This design comes from an exercise in tuning for small area, a short achievable clock period and few clock cycles per item on the open sky130 flow, not from production work. Function was checked by simulation only, so behaviour that the tests miss may differ from the original.

Setup of lane 3:
Design gf_alu, start of the top module:
module gf_alu (
    input  wire        clk,
    input  wire        rst,
    input  wire        start,
    input  wire [7:0]  op,
    input  wire [31:0] a,
    input  wire [31:0] b,
    output wire        ready,
    output reg         done,
    output wire [31:0] result,
    output reg         err,
    output wire [7:0]  errcode
);
For scale: roughly 70 flip-flops, about 120 I/O pins, roughly 11000 um^2 of cells after synthesis.
clock: 7.0 ns
lec_check: 0
cap_margin: 20
core_margin: 2
core_utilization: 50
setup_slack_margin: 2.4
slew_margin: 20
tns_end_percent: 0
run.sh (not shown) runs the stock make flow with config.mk's settings and CLKGATE_MAP_FILE= SYNTH_SCRIPT=/design/flow/synth_recipe.tcl, a recipe that flattens the netlist after the stock synthesis.
Lane 3 finished end to end and its layout was clean on timing, DRC and antenna.
Testbench counts of lane 3, summed over its fixed seeds: cycles 4,818, items 3,200.
For lane 2, these inputs were changed with respect to lane 3:
Settings: CORE_UTILIZATION changed from 50 to 30.
--- outcome ---
Number of clock buffers in the layout in lane 2 is 2 higher than in lane 3
Of lane 2 and lane 3, it is lane 2 that has the higher number of antenna repair diodes.
Lane 2 ended up with p[2] as its capturing instance or port of the critical path; lane 3 ended up with p[6].
Lane 2 has largest fanout on the critical path below what lane 3 had.

gf_alu, a different RTL version from the one above (not shown whole).
Size: about 1500 cells after synthesis, ~70 flip-flops, roughly 120 I/O pins, about 11000 um2 of cells after synthesis.
clock: 7.0 ns
lec_check: 0
cap_margin: 20
core_margin: 2
core_utilization: 30
setup_slack_margin: 3.2
slew_margin: 20
tns_end_percent: 0
The baseline produced a clean layout.
Testbench counts at the start, summed over its fixed seeds: cycles 4,818, items 3,200.
Next try:
- SETUP_SLACK_MARGIN: 3.2 -> 2.4
Outcome:
- The new run went through all stages and came out clean
- worst setup slack gets worse by 0.12 ns
- wire length is lower by 5.3%
- fmax is lower by 2.7%
- synthesized area does not change
- worst hold slack gets worse by 0.0052 ns
- count of clock-buffer cells in the layout is higher by 1
- via count is lower by 2.9%

Setup of run A:
gf_alu, a different RTL version from the one above (not shown whole).
Size in the first run: roughly 120 I/O pins.
## gf_alu
module gf_alu (
    input  wire        clk,
    input  wire        rst,
    input  wire        start,
    input  wire [7:0]  op,
    input  wire [31:0] a,
    input  wire [31:0] b,
    output wire        ready,
    output reg         done,
    output wire [31:0] result,
    output reg         err,
    output wire [7:0]  errcode
);
make LEC_CHECK=0 CAP_MARGIN=20 CORE_MARGIN=2 CORE_UTILIZATION=30 SETUP_SLACK_MARGIN=3.2 SLEW_MARGIN=20 finish   # period 7.0 ns
Both conditions hold for run A: the flow ran to the end and the final layout passed the timing, DRC and antenna checks.
Testbench counts of run A, summed over its fixed seeds: cycles 4,818, items 3,200.
Inputs modified between run A and run B:
-- flow/config.mk --
<<< run A, line 9
export CORE_MARGIN = 2
export CORE_UTILIZATION = 30
export SETUP_SLACK_MARGIN = 3.2
export SLEW_MARGIN = 20
>>> run B, line 9
export CORE_MARGIN = 2
export CORE_UTILIZATION = 30
export SETUP_SLACK_MARGIN = 2.0
export SLEW_MARGIN = 20
==> comparison <==
[diff] final hold slack, run B relative to run A: regression
Diff run A..run B | die extent in y | unchanged
Final core area utilization for run B: 5.7 points down relative to run A
Run B ended with less global-route wire length before repair than run A.
As of run B, detailed router's first-iteration violation count had risen by more than 10% compared to run A.
Relative to run A, slew at the pin with the worst max-slew slack has increased by 50 ps in run B.
Compared with run A, detailed route wirelength on metal3 in run B decreased by more than 10%.
Edits applied to the flow inputs when going from run B to run C:
-- flow/config.mk --
<<< run B, line 9
export CORE_MARGIN = 2
export CORE_UTILIZATION = 30
export SETUP_SLACK_MARGIN = 2.0
export SLEW_MARGIN = 20
>>> run C, line 9
export CORE_MARGIN = 2
export CORE_UTILIZATION = 30
export SETUP_SLACK_MARGIN = 2.4
export SLEW_MARGIN = 20
==> comparison <==
Run C ended up with a higher clock-buffer cell count than run B did.
From run B to run C the numbers moved as follows: filler cell count ~0 delta.
Run C has completed all stages; timing, DRC and antenna checks passed.
All-layer global routing usage in run C is 0.51 points higher than in run B
Looking at count of cells resized by post-cts repair across run B and run C, the one that comes out lower is run B.

RTL: one of the versions met above, not the one the previous note started from.
Size in the first run: ~70 flip-flops, roughly 120 I/O pins, about 0.011 sq mm of cells after synthesis.
make LEC_CHECK=0 CAP_MARGIN=20 CORE_MARGIN=2 CORE_UTILIZATION=30 SETUP_SLACK_MARGIN=2.8 SLEW_MARGIN=20 TNS_END_PERCENT=0 finish   # period 7.0 ns
Testbench counts at the start, summed over its fixed seeds: cycles 4,818, items 3,200.
Change:
--- a/flow/config.mk
+++ b/flow/config.mk
@@ -8,6 +8,6 @@
 export CAP_MARGIN = 20
 export CORE_MARGIN = 2
-export CORE_UTILIZATION = 30
-export SETUP_SLACK_MARGIN = 2.8
+export CORE_UTILIZATION = 50
+export SETUP_SLACK_MARGIN = 2.4
 export SLEW_MARGIN = 20
 export TNS_END_PERCENT = 0
- sequential cell count does not change
- via count goes down by 2.4%
- final area came out lower by 4.6%
- setup slack gets worse by 0.083 ns
- register-to-register slack is worse by 0.17 ns
- die area came out lower by 39%
- final cell count falls by 11%
- sequential share of layout area goes up by 0.71 points

Another version of the RTL of gf_alu (not shown whole).
Size in the first run: roughly 1400 cells after synthesis, roughly 70 flip-flops, ~120 I/O pins.
clock: 7.0 ns
lec_check: 0
cap_margin: 20
core_margin: 2
core_utilization: 40
setup_slack_margin: 3.0
slew_margin: 20
tns_end_percent: 0
Testbench counts at the start, summed over its fixed seeds: cycles 4,818, items 3,200.
Next try:
CORE_UTILIZATION = 30   (was 40)
SETUP_SLACK_MARGIN = 2.8   (was 3.0)
Outcome: Synthesized cell count stays the same. Setup slack gains 0.0099 ns. Final cell count grows by 4.0%. Via count is lower by 0.66%.
Next try:
SETUP_SLACK_MARGIN = 3.2   (was 2.8)
Worst setup slack gets worse by 0.046 ns.
Non-clock buffer count climbs by 14.
Synthesized cell count is unchanged.
Clock-buffer cell count shrinks by 2.
Flip-flop and latch count does not change.
Final cell count is higher by 0.65%.
Core utilization rose by 0.36 points.
Fmax falls by 1.1%.

[separate check: timing with driven ports]
In the flow no input, the clock included, has a driving cell. The finished layouts below were timed again as built, in two steps.
Step 1 (the two cells are an assumption about what drives the block):
set clk [get_ports {clk}]
set_driving_cell -lib_cell sky130_fd_sc_hd__clkbuf_16 $clk
set_driving_cell -lib_cell sky130_fd_sc_hd__buf_2 [delete_from_list [all_inputs] $clk]
Step 2, shift: input delay + t, output delay - t, t = (earliest + latest rising clock arrival at the registers) / 2. This alone moves slack from input paths to output paths.
Three values: ideal ports, drivers, drivers and shift; two values: the first two.
run | t, ns | slack for setup (ns) | cell pins on the clock port's net
lane 3 | 0.379 | 2.379 / 2.390 / 2.012 | 1
lane 2 | 0.376 | 2.365 / 2.373 / 1.997 | 1
the first run of note 2 | 0.387 | 2.617 / 2.617 / 2.345 | 1
the second run of note 2 | 0.392 | 2.497 / 2.520 / 2.128 | 1
run A | 0.382 | 2.449 / 2.464 / 2.083 | 1
run B | 0.362 | 2.221 / 2.229 / 1.868 | 1
run C | 0.369 | 2.412 / 2.412 / 2.080 | 1
the first run of note 4 | 0.389 | 2.529 / 2.548 / 2.160 | 1
the second run of note 4 | 0.382 | 2.447 / 2.447 / 2.089 | 1
the first run of note 5 | 0.378 | 2.821 / 2.829 / 2.461 | 1
the second run of note 5 | 0.367 | 2.830 / 2.830 / 2.477 | 1
the third run of note 5 | 0.370 | 2.785 / 2.785 / 2.463 | 1
After both steps setup and hold are still met in every run listed.
